Source: an optimization exercise on an open RTL-to-GDS flow (aim: a short achievable clock period). Production flows keep margins and buffers that such runs may drop.
Only simulation tests tie the RTL to the original design; equivalence was not proved.
Power is estimated from default activity; no workload was simulated.

[design/flow/config.mk]
export PLATFORM = sky130hd
export DESIGN_NAME = mwf1_rx
export DESIGN_NICKNAME = mwf1_rx
export VERILOG_FILES = /design/flow/design.v
export SDC_FILE = /design/flow/constraint.sdc
export NUM_CORES = 4
export LEC_CHECK = 0
export CAP_MARGIN = 20
export CORE_MARGIN = 2
export CORE_UTILIZATION = 60
export PLACE_DENSITY = 0.75
export SETUP_SLACK_MARGIN = 2.3
export SLEW_MARGIN = 20
export SYNTH_HIERARCHICAL = 1
export TNS_END_PERCENT = 100
[design/flow/constraint.sdc]
create_clock -name core_clock -period 4.0 [get_ports {clk}]
set_input_delay 0.8000 -clock core_clock [delete_from_list [all_inputs] [get_ports {clk}]]
set_output_delay 0.8000 -clock core_clock [all_outputs]
set_load 0.01 [all_outputs]
[design/flow/design.v]
module mwf1_crc32 (
    input  wire [7:0]  b,
    output reg  [31:0] o
);
    integer i;
    reg [31:0] t;
    always @* begin
        t = {24'd0, b};
        for (i = 0; i < 8; i = i + 1) begin
            if (t[0])
                t = (t >> 1) ^ 32'hEDB88320;
            else
                t = t >> 1;
        end
        o = t;
    end
endmodule
module mwf1_rx (
    input  wire        clk,
    input  wire        rst,
    input  wire        rx_valid,
    input  wire [7:0]  rx_data,
    output wire        rx_ready,
    output wire        tx_valid,
    output wire [7:0]  tx_data,
    input  wire        tx_ready,
    output wire        pay_we,
    output wire [14:0] pay_addr,
    output wire [7:0]  pay_wdata,
    output wire        frm_valid,
    output wire [14:0] frm_len,
    input  wire        frm_ready,
    output wire [1:0]  st_phase,
    output wire [1:0]  st_rx_state
);
    reg        ph_rx, ph_dis, ph_ack;
    reg [1:0]  ph_enc;
    reg        s_seek, s_len, s_pay, s_crc;
    reg [1:0]  s_enc;
    reg        pw_en;           
    reg [1:0]  mpre;
    reg        wne;
    reg [3:0]  fc;
    reg [7:0]  len_lo, len_hi;
    reg        lo_ge9, lo_le39;   
    reg        len_rng;           
    reg        len_pre;           
    reg [14:0] frm_len_r;
    reg [14:0] lm2;               
    reg [14:0] pay_cnt;
    reg        plast;             
    reg [7:0]  d_r;
    reg        p_v;
    reg [31:0] u_r;
    reg        u_v;
    reg [31:0] crc;
    reg [7:0]  c0, c1;            
    reg        cm;                
    reg [15:0] tmr;
    reg        tge;               
    reg [7:0]  q0, q1, q2;
    reg [1:0]  ac;
    wire [31:0] d_term, c_term;
    mwf1_crc32 u_crc_d (.b(d_r), .o(d_term));
    mwf1_crc32 u_crc_c (.b(crc[7:0]), .o(c_term));
    wire [31:0] crc_next = {8'd0, crc[31:8]} ^ c_term ^ u_r;
    wire c01_ok = (c0 == ~crc[7:0]) && (c1 == ~crc[15:8]);
    wire at_bound_m1 = (s_seek && (tmr == 16'd47)) ||
                       ((s_len || s_crc) && (tmr == 16'd31)) ||
                       (s_pay && (tmr == 16'd39999));
    wire expire  = tge && (!s_seek || wne);
    wire [15:0] tmr_inc = tmr + 16'd1;
    wire        tge_inc = tge || at_bound_m1;
    wire [14:0] pay_inc   = pay_cnt + 15'd1;
    wire        plast_inc = (pay_cnt == lm2);
    wire [15:0] len16     = {len_hi, len_lo};
    wire        ph_rx_n, ph_dis_n, ph_ack_n;
    wire [1:0]  ph_enc_n;
    wire        s_seek_n, s_len_n, s_pay_n, s_crc_n;
    wire [1:0]  s_enc_n;
    wire        pw_en_n;
    wire [1:0]  mpre_n;
    wire        wne_n;
    wire [3:0]  fc_n;
    wire        lo_en, hi_en, pre_en, c0_en, c1_en, cm_en, pay_en;
    wire        lo_ge9_n, lo_le39_n, len_rng_n, len_pre_n, cm_n;
    wire        tmr_zero, tmr_en;
    wire        p_v_n;
    wire        q_shift;
    mwf1_rx_ctl u_ctl (
        .rst(rst), .rx_valid(rx_valid), .rx_data(rx_data),
        .tx_ready(tx_ready), .frm_ready(frm_ready),
        .ph_rx(ph_rx), .ph_dis(ph_dis), .ph_ack(ph_ack), .ph_enc(ph_enc),
        .s_seek(s_seek), .s_len(s_len), .s_pay(s_pay), .s_crc(s_crc),
        .s_enc(s_enc), .pw_en(pw_en), .mpre(mpre), .wne(wne), .fc(fc),
        .lo_ge9(lo_ge9), .lo_le39(lo_le39), .len_rng(len_rng),
        .len_pre(len_pre), .plast(plast), .cm(cm), .c01_ok(c01_ok),
        .crc_hi(crc[31:16]), .expire(expire), .ac_last(ac == 2'd1),
        .ph_rx_n(ph_rx_n), .ph_dis_n(ph_dis_n), .ph_ack_n(ph_ack_n),
        .ph_enc_n(ph_enc_n), .s_seek_n(s_seek_n), .s_len_n(s_len_n),
        .s_pay_n(s_pay_n), .s_crc_n(s_crc_n), .s_enc_n(s_enc_n),
        .pw_en_n(pw_en_n), .mpre_n(mpre_n), .wne_n(wne_n), .fc_n(fc_n),
        .lo_en(lo_en), .hi_en(hi_en), .pre_en(pre_en), .c0_en(c0_en),
        .c1_en(c1_en), .cm_en(cm_en), .pay_en(pay_en),
        .lo_ge9_n(lo_ge9_n), .lo_le39_n(lo_le39_n), .len_rng_n(len_rng_n),
        .len_pre_n(len_pre_n), .cm_n(cm_n),
        .tmr_zero(tmr_zero), .tmr_en(tmr_en), .p_v_n(p_v_n),
        .q_shift(q_shift)
    );
    always @(posedge clk) begin
        ph_rx  <= ph_rx_n;
        ph_dis <= ph_dis_n;
        ph_ack <= ph_ack_n;
        ph_enc <= ph_enc_n;
        s_seek <= s_seek_n;
        s_len  <= s_len_n;
        s_pay  <= s_pay_n;
        s_crc  <= s_crc_n;
        s_enc  <= s_enc_n;
        pw_en  <= pw_en_n;
        mpre   <= mpre_n;
        wne    <= wne_n;
        fc     <= fc_n;
        if (lo_en) begin
            len_lo  <= rx_data;
            lo_ge9  <= lo_ge9_n;
            lo_le39 <= lo_le39_n;
        end
        if (hi_en) begin
            len_hi  <= rx_data;
            len_rng <= len_rng_n;
        end
        if (pre_en)
            len_pre <= len_pre_n;
        if (c0_en)
            c0 <= rx_data;
        if (c1_en)
            c1 <= rx_data;
        if (cm_en)
            cm <= cm_n;
        d_r <= rx_data;
        p_v <= p_v_n;
        u_r <= d_term;
        u_v <= p_v;
        if (s_len)
            crc <= 32'hFFFFFFFF;
        else if (u_v)
            crc <= crc_next;
        if (s_len) begin
            frm_len_r <= len16[14:0];
            lm2       <= len16[14:0] - 15'd2;
            pay_cnt   <= 15'd0;
            plast     <= 1'b0;
        end else if (pay_en) begin
            pay_cnt <= pay_inc;
            plast   <= plast_inc;
        end
        if (tmr_zero) begin
            tmr <= 16'd0;
            tge <= 1'b0;
        end else if (tmr_en) begin
            tmr <= tmr_inc;
            tge <= tge_inc;
        end
        if (ph_rx) begin
            q0 <= 8'h45;
            q1 <= 8'h52;
            q2 <= s_len ? 8'h4C : 8'h43;
            ac <= 2'd3;
        end else if (ph_dis) begin
            q0 <= 8'h4F;
            q1 <= 8'h4B;
            ac <= 2'd2;
        end else if (q_shift) begin
            q0 <= q1;
            q1 <= q2;
            ac <= ac - 2'd1;
        end
    end
    assign rx_ready    = ph_rx;
    assign tx_valid    = ph_ack;
    assign tx_data     = q0;
    assign pay_we      = rx_valid && pw_en;
    assign pay_addr    = pay_cnt;
    assign pay_wdata   = rx_data;
    assign frm_valid   = ph_dis;
    assign frm_len     = frm_len_r;
    assign st_phase    = ph_enc;
    assign st_rx_state = s_enc;
endmodule
module mwf1_rx_ctl (
    input  wire        rst,
    input  wire        rx_valid,
    input  wire [7:0]  rx_data,
    input  wire        tx_ready,
    input  wire        frm_ready,
    input  wire        ph_rx, ph_dis, ph_ack,
    input  wire [1:0]  ph_enc,
    input  wire        s_seek, s_len, s_pay, s_crc,
    input  wire [1:0]  s_enc,
    input  wire        pw_en,
    input  wire [1:0]  mpre,
    input  wire        wne,
    input  wire [3:0]  fc,
    input  wire        lo_ge9, lo_le39, len_rng, len_pre,
    input  wire        plast,
    input  wire        cm,
    input  wire        c01_ok,
    input  wire [15:0] crc_hi,
    input  wire        expire,
    input  wire        ac_last,
    output reg         ph_rx_n, ph_dis_n, ph_ack_n,
    output reg  [1:0]  ph_enc_n,
    output reg         s_seek_n, s_len_n, s_pay_n, s_crc_n,
    output reg  [1:0]  s_enc_n,
    output reg         pw_en_n,
    output reg  [1:0]  mpre_n,
    output reg         wne_n,
    output reg  [3:0]  fc_n,
    output reg         lo_en, hi_en, pre_en, c0_en, c1_en, cm_en, pay_en,
    output wire        lo_ge9_n, lo_le39_n, len_rng_n, len_pre_n,
    output reg         cm_n,
    output reg         tmr_zero, tmr_en,
    output wire        p_v_n,
    output wire        q_shift
);
    wire fire = rx_valid;       
    wire b_4d = (rx_data == 8'h4D);
    wire b_57 = (rx_data == 8'h57);
    wire b_46 = (rx_data == 8'h46);
    wire b_31 = (rx_data == 8'h31);
    wire b_00 = (rx_data == 8'h00);
    wire b_c2 = (rx_data == ~crc_hi[7:0]);
    wire b_c3 = (rx_data == ~crc_hi[15:8]);
    wire magic_hit = (mpre == 2'd3) && b_31;
    reg  [1:0] mpre_adv;
    always @* begin
        case (mpre)
            2'd0: mpre_adv = b_4d ? 2'd1 : 2'd0;
            2'd1: mpre_adv = b_57 ? 2'd2 : (b_4d ? 2'd1 : 2'd0);
            2'd2: mpre_adv = b_46 ? 2'd3 : (b_4d ? 2'd1 : 2'd0);
            default: mpre_adv = b_4d ? 2'd1 : 2'd0;   
        endcase
    end
    assign lo_ge9_n  = (rx_data >= 8'd9);
    assign lo_le39_n = (rx_data <= 8'h39);
    assign len_rng_n = ((rx_data != 8'h00) || lo_ge9) &&
                       ((rx_data < 8'h69) || ((rx_data == 8'h69) && lo_le39));
    assign len_pre_n = len_rng && b_00;
    wire   len_ok    = len_pre && b_00;
    wire   crc_ok    = cm && b_c3;
    assign p_v_n   = s_pay && fire;    
    assign q_shift = tx_ready;
    always @* begin
        ph_rx_n  = ph_rx;
        ph_dis_n = ph_dis;
        ph_ack_n = ph_ack;
        ph_enc_n = ph_enc;
        s_seek_n = s_seek;
        s_len_n  = s_len;
        s_pay_n  = s_pay;
        s_crc_n  = s_crc;
        s_enc_n  = s_enc;
        pw_en_n  = pw_en;
        mpre_n   = mpre;
        wne_n    = wne;
        fc_n     = fc;
        lo_en    = 1'b0;
        hi_en    = 1'b0;
        pre_en   = 1'b0;
        c0_en    = 1'b0;
        c1_en    = 1'b0;
        cm_en    = 1'b0;
        cm_n     = c01_ok && b_c2;
        pay_en   = 1'b0;
        tmr_zero = 1'b0;
        tmr_en   = 1'b0;
        if (rst) begin
            ph_rx_n  = 1'b1;
            ph_dis_n = 1'b0;
            ph_ack_n = 1'b0;
            ph_enc_n = 2'd1;
            s_seek_n = 1'b1;
            s_len_n  = 1'b0;
            s_pay_n  = 1'b0;
            s_crc_n  = 1'b0;
            s_enc_n  = 2'd0;
            pw_en_n  = 1'b0;
            mpre_n   = 2'd0;
            wne_n    = 1'b0;
        end else if (ph_rx) begin
            if (fire) begin
                tmr_en = 1'b1;
                if (s_seek) begin
                    tmr_zero = 1'b1;
                    if (magic_hit) begin
                        mpre_n   = 2'd0;
                        wne_n    = 1'b0;
                        fc_n     = 4'b0001;
                        s_seek_n = 1'b0;
                        s_len_n  = 1'b1;
                        s_enc_n  = 2'd1;
                    end else begin
                        mpre_n = mpre_adv;
                        wne_n  = 1'b1;
                    end
                end
                if (s_len) begin
                    fc_n   = {fc[2:0], fc[3]};
                    lo_en  = fc[0];
                    hi_en  = fc[1];
                    pre_en = fc[2];
                    if (fc[3]) begin
                        tmr_zero = 1'b1;
                        s_len_n  = 1'b0;
                        if (len_ok) begin
                            s_pay_n = 1'b1;
                            s_enc_n = 2'd2;
                            pw_en_n = 1'b1;
                        end else begin
                            ph_rx_n  = 1'b0;
                            ph_ack_n = 1'b1;
                            ph_enc_n = 2'd3;
                            s_seek_n = 1'b1;
                            s_enc_n  = 2'd0;
                        end
                    end
                end
                if (s_pay) begin
                    pay_en = 1'b1;
                    if (plast) begin
                        fc_n     = 4'b0001;
                        tmr_zero = 1'b1;
                        s_pay_n  = 1'b0;
                        s_crc_n  = 1'b1;
                        s_enc_n  = 2'd3;
                        pw_en_n  = 1'b0;
                    end
                end
                if (s_crc) begin
                    fc_n  = {fc[2:0], fc[3]};
                    c0_en = fc[0];
                    c1_en = fc[1];
                    cm_en = fc[2];
                    if (fc[3]) begin
                        tmr_zero = 1'b1;
                        s_crc_n  = 1'b0;
                        s_seek_n = 1'b1;
                        s_enc_n  = 2'd0;
                        ph_rx_n  = 1'b0;
                        if (crc_ok) begin
                            ph_dis_n = 1'b1;
                            ph_enc_n = 2'd2;
                        end else begin
                            ph_ack_n = 1'b1;
                            ph_enc_n = 2'd3;
                        end
                    end
                end
            end else if (expire) begin
                tmr_zero = 1'b1;
                mpre_n   = 2'd0;
                wne_n    = 1'b0;
                s_seek_n = 1'b1;
                s_len_n  = 1'b0;
                s_pay_n  = 1'b0;
                s_crc_n  = 1'b0;
                s_enc_n  = 2'd0;
                pw_en_n  = 1'b0;
            end else begin
                tmr_en = 1'b1;
            end
        end else if (ph_dis) begin
            if (frm_ready) begin
                ph_dis_n = 1'b0;
                ph_ack_n = 1'b1;
                ph_enc_n = 2'd3;
            end
        end else begin  
            if (tx_ready && ac_last) begin
                ph_ack_n = 1'b0;
                ph_rx_n  = 1'b1;
                ph_enc_n = 2'd1;
            end
        end
    end
endmodule
[design/flow/run.sh]
#!/bin/bash
# synth_recipe.tcl (not shown) runs the flow's synth.tcl, then flattens the netlist and writes it again
# the make line also repeats each setting of config.mk as NAME=value (left out here)
make -C /OpenROAD-flow-scripts/flow DESIGN_CONFIG=/design/flow/config.mk WORK_HOME=/design/flow/orfs CLKGATE_MAP_FILE= SYNTH_SCRIPT=/design/flow/synth_recipe.tcl finish
==> impl_metrics.env, run 1 <==
export IMPL_status="finished clean"
export IMPL_cp_end_kind="output port"
export IMPL_yosys_area_share_xor_xnor=0.226
export IMPL_max_cap_violations=0
export IMPL_ios=67
export IMPL_synth_edf_count=67
export IMPL_core_area_um2=15700
export IMPL_clock_skew_ns=0.0117
export IMPL_fin_cells=1286
export IMPL_synth_top_area_share=0.289
export IMPL_async_reset_ff_frac=0
export IMPL_synthDistinctLibCells=65
export IMPL_die_width_um=130
export IMPL_drt_iter0_markers=835
export IMPL_crit_chain="buf_12 -> and2_4 -> buf_6"
export IMPL_total_power_mw=4.73
export IMPL_cts_buffer_depth=3
export IMPL_rsz0062_at_grt="true"
export IMPL_utilization=0.822
export IMPL_syn_cell_area_um2=9560
export IMPL_portBuffers=63
export IMPL_initial_core_util=0.609
export IMPL_timing_hold_ws_ns=0.347
export IMPL_hpwl_um=14800
export IMPL_synth_ff_latch_count=205
export IMPL_ys_seq_area_frac=0.499
export IMPL_clock_latency_ns=0.51
export IMPL_synth_top_area_cell="dfxtp_1"
export IMPL_grt_antenna_before_repair=0
export IMPL_grt_max_degree=65
export IMPL_power_density_nw_per_um2=366
export IMPL_drive_gt1_frac=0.341
export IMPL_fp_dieH_um=130
export IMPL_finalCriticalPeriod_ns=1.95
export IMPL_p_leak_nw=5.12
export IMPL_syn_instance_count=904
export IMPL_grt_pass1_vias=7090
export IMPL_cp_slowest_cell="and2_4"
export IMPL_drtAntennaViolNets=0
export IMPL_final_net_count=1075
export IMPL_slew_headroom=0.471
export IMPL_routedWlPerCell_um=21.0
export IMPL_cts_max_level=1
export IMPL_synth_simple_area_share=0.139
export IMPL_hold_viol=0
export IMPL_grt_pass1_wl_um=38500
export IMPL_cp_start_kind="primary input"
export IMPL_ir_drop_mv=0.404
export IMPL_worst_path_max_fanout=2
export IMPL_cts_tree="done"
export IMPL_drc=0
export IMPL_cts_root_buf="clkbuf_16"
export IMPL_synth_top_family_by_area="XOR/XNOR gates"
export IMPL_cp_arrival_ns=1.15
export IMPL_cp_required_ns=3.20
export IMPL_die_area_um2=17000
export IMPL_drt_pass1_iterations=7
export IMPL_critPathMaxStageDelay_ns=0.14
export IMPL_worst_pin_slew_ns=0.788
export IMPL_grt_remaining_overflow=0
export IMPL_fmax_mhz=513
export IMPL_finalSetupTns_ns=0
export IMPL_num_rows=46
export IMPL_ys_top_cells_by_area="dfxtp_1, edfxtp_1, xnor2_1"
export IMPL_synth_fa_ha_area_frac=0.00916
export IMPL_postSynthAreaPerCell_um2=10.6
export IMPL_clk_pin_slew_ns=0.06
export IMPL_holdBufCountCts=0
export IMPL_cts_inserted_buffers=23
export IMPL_finalMaxSlewViolations=0
export IMPL_worstSetupPathType="in -> out"
export IMPL_wirelength_um=26900
export IMPL_track_usage=0.298
export IMPL_synth_compound_area_frac=0.0661
export IMPL_diodes=0
export IMPL_setup_viol=0
export IMPL_synth_flop_cell="dfxtp_1"
export IMPL_num_vias=7454
export IMPL_synthMuxAreaShare=0.00746
export IMPL_yosys_warnings=9
export IMPL_period_share=0.488
export IMPL_hold_class="reg -> reg"
export IMPL_area_growth_synth_to_final_pct=35.1
export IMPL_clkSinkCount=205
export IMPL_dp_cells=1123
export IMPL_gp_congestion=0.880
export IMPL_vias_per_cell=5.80
-- power breakdown --
| part | switching (mW) | total, mW | leakage, nW | internal, mW |
|---|---|---|---|---|
| sequential | 0.0716 | 2.28 | 1.75 | 2.20 |
| combinational | 0.176 | 0.382 | 3.00 | 0.206 |
| clock | 0.843 | 2.07 | 0.369 | 1.22 |
| total | 1.09 | 4.73 | 5.12 | 3.63 |
-- path summary, 6_finish.rpt --
kind | start | end | slack (ns) | cells after the start
max | rx_valid | pay_we | 2.05 | 3
min | p_v$_DFF_P_ | u_v$_DFF_P_ | 0.35 | 0
max reg2reg | crc[5]$_SDFFE_PP1P_ | crc[17]$_SDFFE_PP1P_ | 2.14 | 8
min reg2reg | p_v$_DFF_P_ | u_v$_DFF_P_ | 0.35 | 0
-- area by class of cell --
| class | instances | area, um2 |
|---|---|---|
| multi-input combinational | 605 | 5040 |
| sequential | 205 | 4890 |
| fill | 850 | 2800 |
| timing repair buffer | 193 | 1870 |
| clock buffer | 35 | 713 |
| tap | 216 | 270 |
| inverter | 26 | 104 |
| clock inverter | 5 | 25.0 |
| timing repair inverter | 1 | 7.51 |
-- critical path: cells and delay by family --
| kind | cells | cell delay, ns |
|---|---|---|
| buffers and inverters | 2 | 0.21 |
| AND/OR/NAND/NOR | 1 | 0.14 |
-- timing repair --
item	CTS	global route
pin swaps	43	55
setup endpoints to repair	185	117
buffers inserted	87	34
resized for setup	432	72
gates cloned	1	1
-- cell usage after synthesis (all sizes together) (3+ instances only) --
cell type  number
dfxtp         138
nor3           13
xor3            8
a22o            3
nand2          98
xnor2         110
buf            49
nand3b          4
nand4          21
xnor3           8
a311oi          3
nand2b          3
o21ai          42
mux2i           6
xor2           90
a211oi          5
ha              7
nor4           11
nor2           58
a21oi          22
edfxtp         67
nor2b           4
and3           12
clkbuf         21
or4             7
or3             5
inv            26
and4            3
a31oi           5
nand3          16
and2            6
-- kinds of logic (layout without fill, tap and decap cells) --
logic type                 after synthesis  after routing
xor gates and xnor gates               216            216
muxes                                    7              7
other                                    2              3
adders and majority gates                7              7
AOI/OAI and AO/OA                      103            103
and+or+nand+nor                        268            269
buffers and inverters                   96            260
DFF                                    205            205
-- metrics by stage --
step / setup WS, ns / area, um2
5_1_grt: 2.04 / 12900
2_1_floorplan: 1.82 / 9890
3_5_place_dp: 0.737 / 10300
6_report: 2.05 / 12900
4_1_cts: 2.05 / 12200
3_3_place_gp: 0.819 / 10300
-- per-module statistics from Yosys (local to each module, per instance) --
module / flip-flops and latches / copies in the design / cells / area, um2
mwf1_rx_ctl: 0 / 1 / 173 / 1120
mwf1_rx: 205 / 1 / 631 / 7360
mwf1_crc32: 0 / 2 / 50 / 539
-- cells in the final DEF (no fill, tap or decap), types with 13 or more instances in the layout --
| cell type | count |
|---|---|
| dfxtp_2 | 14 |
| xnor2_1 | 88 |
| a21oi_1 | 19 |
| dfxtp_4 | 25 |
| buf_6 | 50 |
| clkbuf_16 | 25 |
| edfxtp_1 | 67 |
| nand4_1 | 21 |
| o21ai_1 | 19 |
| buf_4 | 102 |
| inv_1 | 23 |
| xnor2_2 | 14 |
| dfxtp_1 | 99 |
| nand3_1 | 13 |
| nand2_1 | 93 |
| buf_12 | 18 |
| buf_2 | 15 |
| nor2_1 | 51 |
| xor2_1 | 78 |
| o21ai_0 | 20 |
-- per-layer routing --
| layer | wire (um) | part of all wire | GRT usage |
|---|---|---|---|
| met1 | 9960 | 0.37 | 0.366 |
| met5 | 0 | 0 | 0 |
| met4 | 1260 | 0.047 | 0.125 |
| met2 | 13800 | 0.51 | 0.528 |
| met3 | 1930 | 0.072 | 0.0443 |
-- state kept, by name (all words and copies together) (netlist names), 4 cells and up --
name,count
crc,32
frm_len_r,15
len_lo,8
d_r,8
pay_cnt,15
fc,4
tx_data,5
len_hi,7
tmr,16
c0,8
q1,5
c1,8
u_r,32
lm2,14
==> run 2: changes to the inputs <==
--- a/design/flow/config.mk
+++ b/design/flow/config.mk
@@ -10,6 +10,5 @@
 export CORE_UTILIZATION = 60
 export PLACE_DENSITY = 0.75
-export SETUP_SLACK_MARGIN = 2.3
+export SETUP_SLACK_MARGIN = 3.0
 export SLEW_MARGIN = 20
-export SYNTH_HIERARCHICAL = 1
 export TNS_END_PERCENT = 100
==> impl_metrics.env, run 2 <==
export IMPL_postSynthAreaPerCell_um2=10.9
export IMPL_synth_top_area_share=0.285
export IMPL_grt_remaining_overflow=401
export IMPL_synth_flop_cell="dfxtp_1"
export IMPL_synth_ff_latch_count=203
export IMPL_syn_instance_count=851
export IMPL_worstEndpointGrtRepair="pay_we"
export IMPL_track_usage=0.875
export IMPL_cts_buffer_depth=3
export IMPL_lastStage="global routing"
export IMPL_async_reset_ff_frac=0
export IMPL_first_error="[ERROR GRT-0232] Routing congestion too high. Check the congestion heatmap in the GUI."
export IMPL_clkSinkCount=203
export IMPL_syn_cell_area_um2=9260
export IMPL_gp_congestion=0.862
export IMPL_yosys_warnings=3
export IMPL_synth_top_area_cell="dfxtp_1"
export IMPL_num_rows=45
export IMPL_status="did not finish"
export IMPL_portBuffers=63
export IMPL_ys_seq_area_frac=0.516
export IMPL_synth_common_cells="dfxtp_1, xnor2_1, xor2_1"
export IMPL_cts_max_level=1
export IMPL_cts_root_buf="clkbuf_16"
export IMPL_holdBufCountCts=0
export IMPL_dp_slack_ns=0.782
export IMPL_grt_max_degree=36
export IMPL_hpwl_um=14100
export IMPL_fp_dieH_um=128
export IMPL_cts_inserted_buffers=22
export IMPL_ys_top_cells_by_area="dfxtp_1, edfxtp_1, xnor2_1"
export IMPL_ios=67
export IMPL_synth_edf_count=71
export IMPL_initial_core_util=0.611
export IMPL_synth_most_common_cell="dfxtp_1"
export IMPL_die_width_um=128
export IMPL_placedInstanceArea_um2=10600
export IMPL_worst_ep_kind="output port"
export IMPL_synthDistinctLibCells=62
## run 2: changes by cell type after synthesis, moves of 7 or more
| cell | change |
|---|---|
| inv_1 | -8 |
| nand2_1 | -15 |
| xnor2_1 | +11 |
| xor3_1 | -8 |
| xnor3_1 | -7 |
| o21ai_0 | -16 |
| nand4_1 | -8 |
| mux2i_1 | +22 |
## run 2: power by group through the flow
stage	sequential (mW)	clock [mW]	combinational, mW
after floorplan	2.28	0	0.333
after global placement	2.30	0	0.376
after detailed placement	2.30	0	0.387
after CTS	2.24	2.27	0.543
## run 2: timing repair
action                     in CTS
resized for setup             516
setup buffers                 152
setup endpoints to repair     300
pin swaps                     123
cloned                          3
## run 2: routing by layer
layer	GRT overflow	global-route usage
met1	2	0.856
met2	251	1.03
met5	0	0.241
met3	7	0.724
met4	141	0.958
## run 2: kinds of logic after synthesis
kind of cell,Yosys count,synth area share
AO/OA/AOI/OAI,84,0.0552
AND/OR/NAND/NOR,242,0.136
adder cells (fa/ha/maj),7,0.00946
other,2,0.000811
XOR/XNOR,213,0.209
flip-flops,203,0.516
buffers and inverters,72,0.0438
multiplexers,28,0.0303
## run 2: worst max-delay path by stage
| stage | start | endpoint | slack [ns] | depth (start not counted) |
|---|---|---|---|---|
| 2_1_floorplan | rx_data[1] | fc[1]$_DFFE_PP_ | 1.96 | 5 |
| 3_3_place_gp | rx_valid | pay_we | 0.81 | 3 |
| 3_5_place_dp | rx_valid | pay_we | 0.78 | 3 |
| 4_1_cts | rx_valid | pay_we | 2.07 | 3 |
## run 2: through the flow
step	instances	utilization
2_1_floorplan	852	-
3_5_place_dp	1058	0.697
3_3_place_gp	1058	0.697
4_1_cts	1253	0.898
==> run 3: changes to the inputs <==
--- a/design/flow/config.mk
+++ b/design/flow/config.mk
@@ -8,7 +8,7 @@
 export CAP_MARGIN = 20
 export CORE_MARGIN = 2
-export CORE_UTILIZATION = 60
-export PLACE_DENSITY = 0.75
-export SETUP_SLACK_MARGIN = 3.0
+export CORE_UTILIZATION = 40
+export PLACE_DENSITY = 0.6
+export SETUP_SLACK_MARGIN = 2.3
 export SLEW_MARGIN = 20
 export TNS_END_PERCENT = 100
==> impl_metrics.env, run 3 <==
export IMPL_hold_class="reg -> reg"
export IMPL_synthDistinctLibCells=62
export IMPL_cp_startpoint="rx_valid"
export IMPL_cp_start_kind="primary input"
export IMPL_power_density_nw_per_um2=404
export IMPL_r2r_cells=6
export IMPL_hold_viol=0
export IMPL_clk_pin_slew_ns=0.06
export IMPL_max_cap_violations=0
export IMPL_ys_seq_area_frac=0.516
export IMPL_drtAntennaViolNets=0
export IMPL_largest_register_ffs=32
export IMPL_synth_edf_count=71
export IMPL_synth_top_area_share=0.285
export IMPL_diodes=0
export IMPL_synth_most_common_cell="dfxtp_1"
export IMPL_worst_pin_slew_ns=1.04
export IMPL_area_growth_synth_to_final_pct=28.2
export IMPL_rsz0062_at_grt="true"
export IMPL_syn_instance_count=851
export IMPL_setup_viol=0
export IMPL_fp_dieH_um=156
export IMPL_cp_arrival_ns=1.23
export IMPL_cts_buffer_depth=3
export IMPL_vias_per_cell=4.93
export IMPL_clock_latency_ns=0.51
export IMPL_postSynthAreaPerCell_um2=10.9
export IMPL_crit_path_end="pay_we"
export IMPL_clock_skew_ns=0.0113
export IMPL_syn_cell_area_um2=9260
export IMPL_die_area_um2=24400
export IMPL_cts_max_level=1
export IMPL_drt_pass1_iterations=6
export IMPL_hpwl_um=14100
export IMPL_cp_required_ns=3.20
export IMPL_cts_root_buf="clkbuf_16"
export IMPL_regToRegSetupSlack_ns=2.29
export IMPL_cts_inserted_buffers=23
export IMPL_grt_pass1_vias=6023
export IMPL_mostFrequentLayoutCells="xnor2_1, dfxtp_1, xor2_1, nand2_1, edfxtp_1"
export IMPL_cts_tree="done"
export IMPL_synth_flop_cell="dfxtp_1"
export IMPL_fmax_mhz=494
export IMPL_num_vias=6213
export IMPL_worstSetupPathType="in -> out"
export IMPL_finalInstanceArea_um2=11900
export IMPL_async_reset_ff_frac=0
export IMPL_rr_endpoint="tmr[10]$_SDFFE_PP0P_"
export IMPL_finalSetupTns_ns=0
export IMPL_slew_headroom=0.308
export IMPL_grt_pass1_wl_um=34100
export IMPL_layout_cells_most_common="xnor2_1"
export IMPL_p_leak_nw=4.40
export IMPL_num_rows=55
export IMPL_holdBufCountCts=0
export IMPL_ys_top_cells_by_area="dfxtp_1, edfxtp_1, xnor2_1"
export IMPL_cp_end_kind="output port"
export IMPL_finalMaxSlewViolations=0
export IMPL_die_width_um=156
export IMPL_yosys_warnings=3
export IMPL_synth_ff_latch_count=203
export IMPL_grt_max_degree=42
export IMPL_track_usage=0.177
export IMPL_gp_congestion=0.769
export IMPL_worst_path_max_fanout=2
export IMPL_ir_drop_mv=0.338
export IMPL_status="finished clean"
export IMPL_finalCriticalPeriod_ns=2.03
export IMPL_reg_top3="crc x32, u_r x30, tmr x16"
export IMPL_grt_antenna_before_repair=0
export IMPL_synth_common_cells="dfxtp_1, xnor2_1, xor2_1"
export IMPL_initial_core_util=0.408
export IMPL_portBuffers=63
export IMPL_final_net_count=980
export IMPL_synth_top_area_cell="dfxtp_1"
export IMPL_wirelength_um=21500
export IMPL_drc=0
export IMPL_clkSinkCount=203
export IMPL_grt_remaining_overflow=0
export IMPL_drive_gt1_frac=0.281
export IMPL_drt_iter0_markers=401
export IMPL_period_share=0.506
export IMPL_top_register="crc"
export IMPL_placedInstanceArea_um2=10100
export IMPL_reg2reg_from="ph_rx$_SDFF_PP1_"
export IMPL_ios=67
export IMPL_routedWlPerCell_um=17.0
export IMPL_core_area_um2=22700
[run 3: power by group]
part           internal [mW]  switching (mW)
Combinational          0.216           0.189
Clock                   1.30           0.833
Sequential              2.19          0.0530
Total                   3.71            1.08
[run 3: area by class of cell]
class	instances	area, um2
clock buffers	31	636
clock inverters	10	128
fillers	2016	10800
inverters	18	71.3
multi-input cells	577	4450
flip-flops and latches	203	4880
well taps	285	357
repair buffers	137	1340
[run 3: logic make-up (layout without fill, tap and decap cells)]
group / Yosys count / count (layout) / share of synthesized area
AND/OR/NAND/NOR: 242 / 242 / 0.136
XOR/XNOR: 213 / 213 / 0.209
flip-flops: 203 / 203 / 0.516
AO/OA/AOI/OAI: 84 / 84 / 0.0552
buffers and inverters: 72 / 196 / 0.0438
multiplexers: 28 / 28 / 0.0303
adder cells (fa/ha/maj): 7 / 7 / 0.00946
other: 2 / 3 / 0.000811
[run 3: metrics by stage]
stage | setup slack [ns] | total power [mW] | hold WS (ns) | util | instances
final | 1.97 | 4.79 | 0.334 | 0.522 | 1261
after global routing | 1.97 | 4.97 | 0.346 | 0.522 | 1261
after CTS | 1.97 | 4.83 | 0.332 | 0.508 | 1245
after detailed placement | 0.786 | 2.67 | 0.315 | 0.447 | 1156
after global placement | 0.815 | 2.67 | 0.312 | 0.447 | 1156
after floorplan | 1.96 | 2.59 | 0.310 | - | 852
[run 3: timing repair]
item / 4_1_cts / 5_1_grt
pin swaps: 12 / 14
setup buffers: 48 / 16
resized for setup: 390 / 44
endpoints found under the setup margin: 165 / 105
[run 3: worst max-delay path, cell delays in order]
cell and delay (ns):
buf_6 0.09, buf_6 0.10, and2_4 0.12, buf_6 0.11
[run 3: worst min path at each step]
stage | start | end | slack [ns] | cells past startpoint
4_1_cts | p_v$_DFF_P_ | u_v$_DFF_P_ | 0.33 | 0
2_1_floorplan | p_v$_DFF_P_ | u_v$_DFF_P_ | 0.31 | 0
3_3_place_gp | p_v$_DFF_P_ | u_v$_DFF_P_ | 0.31 | 0
6_report | p_v$_DFF_P_ | u_v$_DFF_P_ | 0.33 | 0
5_1_grt | p_v$_DFF_P_ | u_v$_DFF_P_ | 0.35 | 0
3_5_place_dp | p_v$_DFF_P_ | u_v$_DFF_P_ | 0.31 | 0
[run 3: per-layer routing]
layer / share of wire / track usage
met3: 0.043 / 0.0258
met5: 0 / 0
met1: 0.46 / 0.238
met4: 0.026 / 0.0494
met2: 0.47 / 0.299
==> run 4: changes to the inputs <==
--- a/design/flow/config.mk
+++ b/design/flow/config.mk
@@ -8,6 +8,6 @@
 export CAP_MARGIN = 20
 export CORE_MARGIN = 2
-export CORE_UTILIZATION = 40
-export PLACE_DENSITY = 0.6
+export CORE_UTILIZATION = 70
+export PLACE_DENSITY = 0.85
 export SETUP_SLACK_MARGIN = 2.3
 export SLEW_MARGIN = 20
==> impl_metrics.env, run 4 <==
export IMPL_core_area_um2=13100
export IMPL_grt_busiest_layer="met2"
export IMPL_worst_path_max_fanout=2
export IMPL_postSynthAreaPerCell_um2=10.9
export IMPL_max_cap_violations=0
export IMPL_reg_top3="crc x32, u_r x30, tmr x16"
export IMPL_grt_antenna_before_repair=0
export IMPL_synth_top_area_cell="dfxtp_1"
export IMPL_drtAntennaViolNets=0
export IMPL_num_rows=42
export IMPL_synth_most_common_cell="dfxtp_1"
export IMPL_synth_top_area_share=0.285
export IMPL_syn_instance_count=851
export IMPL_dp_cells=1045
export IMPL_routedWlPerCell_um=27.5
export IMPL_cp_arrival_ns=1.24
export IMPL_hpwl_um=14100
export IMPL_utilization=0.940
export IMPL_mostFrequentLayoutCells="xnor2_1, dfxtp_1, buf_4, xor2_1, nand2_1"
export IMPL_fin_cells=1185
export IMPL_synthDistinctLibCells=62
export IMPL_finalInstanceArea_um2=12300
export IMPL_ys_seq_area_frac=0.516
export IMPL_die_area_um2=14200
export IMPL_synth_common_cells="dfxtp_1, xnor2_1, xor2_1"
export IMPL_cts_inserted_buffers=21
export IMPL_fp_dieH_um=119
export IMPL_fmax_mhz=491
export IMPL_synth_flop_cell="dfxtp_1"
export IMPL_area_growth_synth_to_final_pct=32.9
export IMPL_cp_slowest_cell="and2_4"
export IMPL_grt_remaining_overflow=0
export IMPL_period_share=0.509
export IMPL_async_reset_ff_frac=0
export IMPL_drt_pass1_iterations=5
export IMPL_drive_gt1_frac=0.345
export IMPL_diodes=0
export IMPL_cts_tree="done"
export IMPL_gp_congestion=0.865
export IMPL_clkSinkCount=203
export IMPL_ys_top_cells_by_area="dfxtp_1, edfxtp_1, xnor2_1"
export IMPL_rsz0062_at_grt="true"
export IMPL_cts_buffer_depth=3
export IMPL_power_density_nw_per_um2=382
export IMPL_cp_start_kind="primary input"
export IMPL_vias_per_cell=6.65
export IMPL_largest_register_ffs=32
export IMPL_clock_latency_ns=0.52
export IMPL_grt_pass1_wl_um=41600
export IMPL_crit_chain="buf_6 -> buf_6 -> and2_4 -> buf_6"
export IMPL_critPathMaxStageDelay_ns=0.13
export IMPL_portBuffers=63
export IMPL_clock_skew_ns=0.0217
export IMPL_worstSetupPathType="in -> out"
export IMPL_track_usage=0.381
export IMPL_hold_viol=0
export IMPL_yosys_warnings=3
export IMPL_finalMaxSlewViolations=0
export IMPL_synth_ff_latch_count=203
export IMPL_use_met1=0.453
export IMPL_cp_end_kind="output port"
export IMPL_num_vias=7879
export IMPL_ir_drop_mv=0.427
export IMPL_syn_cell_area_um2=9260
export IMPL_grt_util_met2=0.675
export IMPL_die_width_um=119
export IMPL_wirelength_um=32600
export IMPL_placedInstanceArea_um2=9990
export IMPL_top_register="crc"
export IMPL_finalSetupTns_ns=0
export IMPL_path_common_cell="buf_6"
export IMPL_drt_iter0_markers=1087
export IMPL_timing_hold_ws_ns=0.352
export IMPL_initial_core_util=0.707
export IMPL_worst_pin_slew_ns=1.06
export IMPL_status="finished clean"
export IMPL_setup_viol=0
export IMPL_cts_root_buf="clkbuf_16"
export IMPL_p_leak_nw=4.62
export IMPL_layout_cells_most_common="xnor2_1"
export IMPL_clk_pin_slew_ns=0.06
export IMPL_cp_required_ns=3.20
export IMPL_hold_class="reg -> reg"
export IMPL_synth_edf_count=71
export IMPL_final_net_count=1014
export IMPL_grt_util_met3=0.0632
export IMPL_finalCriticalPeriod_ns=2.04
export IMPL_ios=67
export IMPL_grt_pass1_vias=7316
export IMPL_holdBufCountCts=0
export IMPL_grt_max_degree=42
export IMPL_cts_max_level=1
export IMPL_drc=0
export IMPL_slew_headroom=0.294
==> run 4: cell types whose count changed in the layout (fill, tap and decap cells not counted), moves of 5 or more <==
cell / before / now
buf_12: 11 / 17
buf_6: 44 / 53
a21oi_2: 1 / 10
nand3_1: 12 / 6
a21oi_1: 24 / 14
buf_4: 60 / 82
xor2_1: 83 / 78
nand3_2: 2 / 8
==> run 4: cell type report <==
cell class / count / area, um2
fill: 382 / 782
timing repair buffer: 173 / 1740
multi-input combinational: 577 / 4710
tap: 176 / 220
inverter: 18 / 71.3
clock buffer: 31 / 636
clock inverter: 7 / 33.8
sequential: 203 / 4890
==> run 4: path summary, 6_finish.rpt <==
| check | from | slack [ns] | cells after the start | end |
|---|---|---|---|---|
| hold / removal | p_v$_DFF_P_ | 0.35 | 0 | u_v$_DFF_P_ |
| setup reg to reg | mpre[0]$_SDFFE_PP0P_ | 2.20 | 7 | mpre[0]$_SDFFE_PP0P_ |
| hold reg to reg | p_v$_DFF_P_ | 0.35 | 0 | u_v$_DFF_P_ |
| setup / recovery | rx_valid | 1.96 | 4 | pay_we |
==> run 4: cells by family after synthesis <==
logic type               after synthesis  share of synthesized area
AND/OR/NAND/NOR                      242                      0.136
XOR/XNOR                             213                      0.209
flip-flops                           203                      0.516
AO/OA/AOI/OAI                         84                     0.0552
buffers and inverters                 72                     0.0438
multiplexers                          28                     0.0303
adder cells (fa/ha/maj)                7                    0.00946
other                                  2                   0.000811
==> run 4: what timing repair did <==
action / in CTS / in global routing
gates resized for setup: 413 / 94
setup endpoints to repair: 165 / 127
buffers inserted: 63 / 38
pin swaps: 24 / 55
cloned: 1 / 0
==> run 4: power breakdown <==
part	switching, mW	total [mW]	internal (mW)	leakage, nW
combinational	0.253	0.496	0.243	2.55
clock	0.854	1.95	1.10	0.333
sequential	0.0603	2.25	2.19	1.74
total	1.17	4.70	3.53	4.62
==> run 4: routing by layer <==
layer	part of all wire	vias to the layer above	wire, um
li1	-	3160	-
met1	0.33	3742	10600
met2	0.50	725	16200
met3	0.089	252	2910
met4	0.086	0	2800
met5	0	-	0
==> run 4: worst max-delay path: cells and delay by family <==
kind	cells	cell delay, ns
buffers and inverters	3	0.31
AND/OR/NAND/NOR	1	0.13
==> run 4: per-stage QoR <==
stage               power [mW]  setup slack (ns)
floorplan                 2.59              1.96
global placement          2.65             0.896
detailed placement        2.67             0.882
CTS                       4.55              1.97
global route              4.79              1.96
finish                    4.70              1.96
==> run 5: changes to the inputs <==
--- a/design/flow/config.mk
+++ b/design/flow/config.mk
@@ -8,6 +8,6 @@
 export CAP_MARGIN = 20
 export CORE_MARGIN = 2
-export CORE_UTILIZATION = 70
-export PLACE_DENSITY = 0.85
+export CORE_UTILIZATION = 60
+export PLACE_DENSITY = 0.75
 export SETUP_SLACK_MARGIN = 2.3
 export SLEW_MARGIN = 20
==> impl_metrics.env, run 5 <==
export IMPL_status="finished clean"
export IMPL_p_leak_nw=4.47
export IMPL_dp_slack_ns=0.821
export IMPL_cp_required_ns=3.20
export IMPL_crit_family="buffers and inverters"
export IMPL_top_register="crc"
export IMPL_die_width_um=128
export IMPL_cp_start_kind="primary input"
export IMPL_grt_pass1_vias=6592
export IMPL_synthDistinctLibCells=62
export IMPL_path_buf_inv=2
export IMPL_utilization=0.782
export IMPL_grt_antenna_before_repair=0
export IMPL_synth_top_area_share=0.285
export IMPL_period_share=0.483
export IMPL_gp_congestion=0.839
export IMPL_setup_viol=0
export IMPL_ys_seq_area_frac=0.516
export IMPL_initial_core_util=0.611
export IMPL_grt_max_degree=42
export IMPL_finalCriticalPeriod_ns=1.93
export IMPL_area_growth_synth_to_final_pct=28.0
export IMPL_fp_dieH_um=128
export IMPL_layout_cells_most_common="xnor2_1"
export IMPL_mostFrequentLayoutCells="xnor2_1, dfxtp_1, xor2_1, nand2_1, buf_4"
export IMPL_cp_slowest_cell="and2_4"
export IMPL_reg_top3="crc x32, u_r x30, tmr x16"
export IMPL_track_usage=0.275
export IMPL_syn_instance_count=851
export IMPL_worstSetupPathType="in -> out"
export IMPL_vias_per_cell=5.75
export IMPL_drive_gt1_frac=0.293
export IMPL_synth_most_common_cell="dfxtp_1"
export IMPL_cts_root_buf="clkbuf_16"
export IMPL_rsz0062_at_grt="true"
export IMPL_drt_pass1_iterations=5
export IMPL_ios=67
export IMPL_setup_ws_ns=2.07
export IMPL_final_net_count=995
export IMPL_hold_class="reg -> reg"
export IMPL_clk_pin_slew_ns=0.06
export IMPL_portBuffers=63
export IMPL_largest_register_ffs=32
export IMPL_diodes=0
export IMPL_cp_arrival_ns=1.13
export IMPL_max_cap_violations=0
export IMPL_worst_path_max_fanout=2
export IMPL_num_vias=6789
export IMPL_drc=0
export IMPL_power_density_nw_per_um2=396
export IMPL_crit_chain="buf_12 -> and2_4 -> buf_6"
export IMPL_cts_tree="done"
export IMPL_critPathMaxStageDelay_ns=0.13
export IMPL_clock_latency_ns=0.51
export IMPL_synth_common_cells="dfxtp_1, xnor2_1, xor2_1"
export IMPL_grt_pass1_wl_um=35300
export IMPL_async_reset_ff_frac=0
export IMPL_total_power_mw=4.69
export IMPL_finalSetupTns_ns=0
export IMPL_clkSinkCount=203
export IMPL_syn_cell_area_um2=9260
export IMPL_synth_ff_latch_count=203
export IMPL_routedWlPerCell_um=19.9
export IMPL_postSynthAreaPerCell_um2=10.9
export IMPL_drtAntennaViolNets=0
export IMPL_ir_drop_mv=0.371
export IMPL_worst_pin_slew_ns=1.08
export IMPL_die_area_um2=16400
export IMPL_hold_viol=0
export IMPL_clock_skew_ns=0.0204
export IMPL_num_rows=45
export IMPL_wirelength_um=23500
export IMPL_fmax_mhz=517
export IMPL_slew_headroom=0.279
export IMPL_drt_iter0_markers=573
export IMPL_synth_flop_cell="dfxtp_1"
export IMPL_synth_top_area_cell="dfxtp_1"
export IMPL_finalMaxSlewViolations=0
export IMPL_hpwl_um=14300
export IMPL_cp_end_kind="output port"
export IMPL_synth_edf_count=71
export IMPL_core_area_um2=15100
export IMPL_timing_hold_ws_ns=0.327
export IMPL_cts_buffer_depth=3
export IMPL_yosys_warnings=3
export IMPL_cts_max_level=1
export IMPL_cts_inserted_buffers=23
export IMPL_grt_remaining_overflow=0
export IMPL_ys_top_cells_by_area="dfxtp_1, edfxtp_1, xnor2_1"
==> run 5: cell counts after synthesis <==
No cell type changed its count.
==> run 5: layout make-up <==
type | count | area [um2]
inverter | 18 | 71.3
fill | 869 | 3300
clock buffer | 28 | 594
sequential | 203 | 4880
tap | 188 | 235
multi-input combinational | 577 | 4450
clock inverter | 14 | 128
timing repair buffer | 152 | 1480
==> run 5: where the power goes <==
group / switching (mW) / leakage (nW) / internal, mW
registers: 0.0513 / 1.73 / 2.19
logic: 0.203 / 2.38 / 0.226
clock network: 0.824 / 0.359 / 1.19
==> run 5: cell families after synthesis <==
family | after synthesis | synth area share
compound gates | 84 | 0.0552
xor+xnor | 213 | 0.209
fa+ha+maj | 7 | 0.00946
buf+inv | 72 | 0.0438
flops | 203 | 0.516
mux | 28 | 0.0303
other cells | 2 | 0.000811
simple gates | 242 | 0.136
==> run 5: timing repair <==
action,in CTS,in global routing
setup buffers,47,32
pin swaps,9,14
hold buffers,0,0
resized for setup,403,37
endpoints found under the setup margin,171,90
cloned,2,0
==> run 5: routing by layer <==
| layer | part of all wire | vias up | global-route usage |
|---|---|---|---|
| met5 | 0 | - | 0 |
| met4 | 0.030 | 0 | 0.0802 |
| met3 | 0.065 | 64 | 0.0405 |
| met2 | 0.49 | 286 | 0.472 |
| met1 | 0.41 | 3320 | 0.362 |
| li1 | - | 3119 | - |
==> run 5: path summary, 6_finish.rpt <==
kind | from | end | slack (ns) | depth (start not counted)
worst max register to register | crc[27]$_SDFFE_PP1P_ | ph_enc[0]$_SDFFE_PP1P_ | 2.21 | 5
worst max-delay path | rx_valid | pay_we | 2.07 | 3
worst min-delay path | p_v$_DFF_P_ | u_v$_DFF_P_ | 0.33 | 0
worst min register to register | p_v$_DFF_P_ | u_v$_DFF_P_ | 0.33 | 0
==> run 5: stage by stage <==
| step | instances | area [um2] |
|---|---|---|
| final | 1180 | 11800 |
| after global routing | 1180 | 11800 |
| after CTS | 1148 | 11400 |
| after detailed placement | 1057 | 10000 |
| after global placement | 1057 | 10000 |
| after floorplan | 852 | 9510 |
==> run 6: changes to the inputs <==
--- a/design/flow/config.mk
+++ b/design/flow/config.mk
@@ -6,9 +6,10 @@
 export NUM_CORES = 4
 export LEC_CHECK = 0
-export CAP_MARGIN = 20
+export CAP_MARGIN = 0
 export CORE_MARGIN = 2
 export CORE_UTILIZATION = 60
+export GPL_TIMING_DRIVEN = 1
 export PLACE_DENSITY = 0.75
 export SETUP_SLACK_MARGIN = 2.3
-export SLEW_MARGIN = 20
+export SLEW_MARGIN = 0
 export TNS_END_PERCENT = 100
==> impl_metrics.env, run 6 <==
export IMPL_critPathMaxStageDelay_ns=0.13
export IMPL_fmax_mhz=517
export IMPL_cp_start_kind="primary input"
export IMPL_finalMaxSlewViolations=0
export IMPL_grt_util_met2=0.472
export IMPL_grt_pass1_wl_um=35300
export IMPL_synth_top_area_share=0.285
export IMPL_worst_path_max_fanout=2
export IMPL_synth_common_cells="dfxtp_1, xnor2_1, xor2_1"
export IMPL_status="finished clean"
export IMPL_num_vias=6789
export IMPL_vias_per_cell=5.75
export IMPL_drc=0
export IMPL_syn_instance_count=851
export IMPL_period_share=0.483
export IMPL_grt_util_met3=0.0405
export IMPL_clock_skew_ns=0.0204
export IMPL_initial_core_util=0.611
export IMPL_cp_end_kind="output port"
export IMPL_hpwl_um=14300
export IMPL_use_met1=0.362
export IMPL_cts_max_level=1
export IMPL_setup_ws_ns=2.07
export IMPL_grt_antenna_before_repair=0
export IMPL_seq_area_um2=4880
export IMPL_syn_cell_area_um2=9260
export IMPL_dp_slack_ns=0.821
export IMPL_hold_class="reg -> reg"
export IMPL_core_area_um2=15100
export IMPL_clk_pin_slew_ns=0.06
export IMPL_worstSetupPathType="in -> out"
export IMPL_grt_remaining_overflow=0
export IMPL_portBuffers=63
export IMPL_synthDistinctLibCells=62
export IMPL_setup_viol=0
export IMPL_max_cap_violations=0
export IMPL_crit_chain="buf_12 -> and2_4 -> buf_6"
export IMPL_mostFrequentLayoutCells="xnor2_1, dfxtp_1, xor2_1, nand2_1, buf_4"
export IMPL_drt_pass1_iterations=5
export IMPL_cts_buffer_depth=3
export IMPL_cts_tree="done"
export IMPL_clock_latency_ns=0.51
export IMPL_hold_viol=0
export IMPL_slew_headroom=0.279
export IMPL_cp_slowest_cell="and2_4"
export IMPL_power_density_nw_per_um2=396
export IMPL_yosys_warnings=3
export IMPL_synth_top_area_cell="dfxtp_1"
export IMPL_grt_busiest_layer="met2"
export IMPL_top_register="crc"
export IMPL_final_net_count=995
export IMPL_drive_gt1_frac=0.293
export IMPL_async_reset_ff_frac=0
export IMPL_ios=67
export IMPL_cp_required_ns=3.20
export IMPL_diodes=0
export IMPL_grt_max_degree=42
export IMPL_multi_input_area_um2=4450
export IMPL_area_growth_synth_to_final_pct=28.0
export IMPL_die_width_um=128
export IMPL_synth_most_common_cell="dfxtp_1"
export IMPL_worst_pin_slew_ns=1.08
export IMPL_ys_top_cells_by_area="dfxtp_1, edfxtp_1, xnor2_1"
export IMPL_drt_iter0_markers=573
export IMPL_ir_drop_mv=0.371
export IMPL_cts_root_buf="clkbuf_16"
export IMPL_synth_ff_latch_count=203
export IMPL_track_usage=0.275
export IMPL_layout_cells_most_common="xnor2_1"
export IMPL_ys_seq_area_frac=0.516
export IMPL_reg_top3="crc x32, u_r x30, tmr x16"
export IMPL_drtAntennaViolNets=0
export IMPL_rsz0062_at_grt="true"
export IMPL_largest_register_ffs=32
export IMPL_routedWlPerCell_um=19.9
export IMPL_nFillCells=869
export IMPL_finalCriticalPeriod_ns=1.93
export IMPL_finalSetupTns_ns=0
export IMPL_gp_congestion=0.839
export IMPL_clkSinkCount=203
export IMPL_fp_dieH_um=128
export IMPL_cp_arrival_ns=1.13
export IMPL_p_leak_nw=4.47
export IMPL_postSynthAreaPerCell_um2=10.9
export IMPL_synth_flop_cell="dfxtp_1"
export IMPL_num_rows=45
export IMPL_cts_inserted_buffers=23
export IMPL_grt_pass1_vias=6592
export IMPL_wirelength_um=23500
export IMPL_die_area_um2=16400
export IMPL_synth_edf_count=71
run 6: cell counts in the layout (fill, tap and decap cells not counted):
Identical to the previous run, type by type.
run 6: cells by family after synthesis:
family | synth area share
AND/OR/NAND/NOR | 0.136
XOR/XNOR | 0.209
flip-flops | 0.516
AO/OA/AOI/OAI | 0.0552
buffers and inverters | 0.0438
multiplexers | 0.0303
adder cells (fa/ha/maj) | 0.00946
other | 0.000811
run 6: worst paths after layout:
kind | slack (ns) | depth (start not counted) | to | from
setup / recovery | 2.07 | 3 | pay_we | rx_valid
hold / removal | 0.33 | 0 | u_v$_DFF_P_ | p_v$_DFF_P_
setup reg to reg | 2.21 | 5 | ph_enc[0]$_SDFFE_PP1P_ | crc[27]$_SDFFE_PP1P_
hold reg to reg | 0.33 | 0 | u_v$_DFF_P_ | p_v$_DFF_P_
run 6: final cells by class:
class / count / share of cell area
Timing Repair Buffer: 152 / 0.125
Tap cell: 188 / 0.0199
Inverter: 18 / 0.00602
Clock inverter: 14 / 0.0108
Clock buffer: 28 / 0.0502
Multi-Input combinational cell: 577 / 0.375
Sequential cell: 203 / 0.412
run 6: per-layer routing:
layer  vias to the layer above  share of wire
li1                       3119              -
met1                      3320           0.41
met2                       286           0.49
met3                        64          0.065
met4                         0          0.030
met5                         -              0
run 6: through the flow:
stage                      util  cell area, um2  std cells  hold slack [ns]  power [mW]
after global placement    0.661           10000       1057            0.319        2.65
after detailed placement  0.661           10000       1057            0.314        2.67
after global routing      0.782           11800       1180            0.333        4.82
after CTS                 0.754           11400       1148            0.331        4.67
final                     0.782           11800       1180            0.327        4.69
after floorplan               -            9510        852            0.310        2.59
run 6: critical path: cells and delay by family:
family,cells,cell delay [ns]
and+or+nand+nor,1,0.13
buffers and inverters,2,0.21
run 6: power breakdown:
group | switching [mW] | internal (mW) | total (mW)
logic | 0.203 | 0.226 | 0.430
clock network | 0.824 | 1.19 | 2.01
registers | 0.0513 | 2.19 | 2.24
total | 1.08 | 3.61 | 4.69
run 6: what timing repair did:
item / 4_1_cts / 5_1_grt
gates cloned: 2 / 0
setup endpoints to repair: 171 / 90
pin swaps: 9 / 14
gates resized for setup: 403 / 37
hold buffers: 0 / 0
setup buffers: 47 / 32

re-timing with driven ports:
No port has a modelled driver above. Below, the same layouts with a new extraction and two added sets of constraints.
Step 1 sets driving cells, clkbuf_16 on the clock port and buf_2 on the other inputs (assumed; they add their load-dependent delay and slew).
Step 2 times the ports against the registers' clock, not the clock port: input delays grow and output delays shrink by t, the midpoint of the rising clock arrivals with the driver on.
Slacks: no drivers / after step 1 / after step 2; pairs: no drivers / after step 1.
run	t, ns	slack for setup (ns)	hold slack, ns	latest minus earliest clock arrival (ns)	pins driven straight from the clock port
run 1	0.546	2.050 / 2.000 / 1.583	0.347 / 0.347 / 0.347	0.014 / 0.015	1
run 3	0.550	1.975 / 1.940 / 1.607	0.334 / 0.334 / 0.334	0.013 / 0.013	1
run 4	0.554	1.962 / 1.913 / 1.470	0.352 / 0.352 / 0.352	0.021 / 0.021	1
run 5	0.537	2.067 / 2.019 / 1.647	0.327 / 0.327 / 0.327	0.023 / 0.022	1
run 6	0.537	2.067 / 2.019 / 1.647	0.327 / 0.327 / 0.327	0.023 / 0.022	1
After both steps every run listed still meets setup and hold. The setup slack of run 4, which loses most, moves by -0.049 ns with the drivers and by -0.492 ns with both steps.
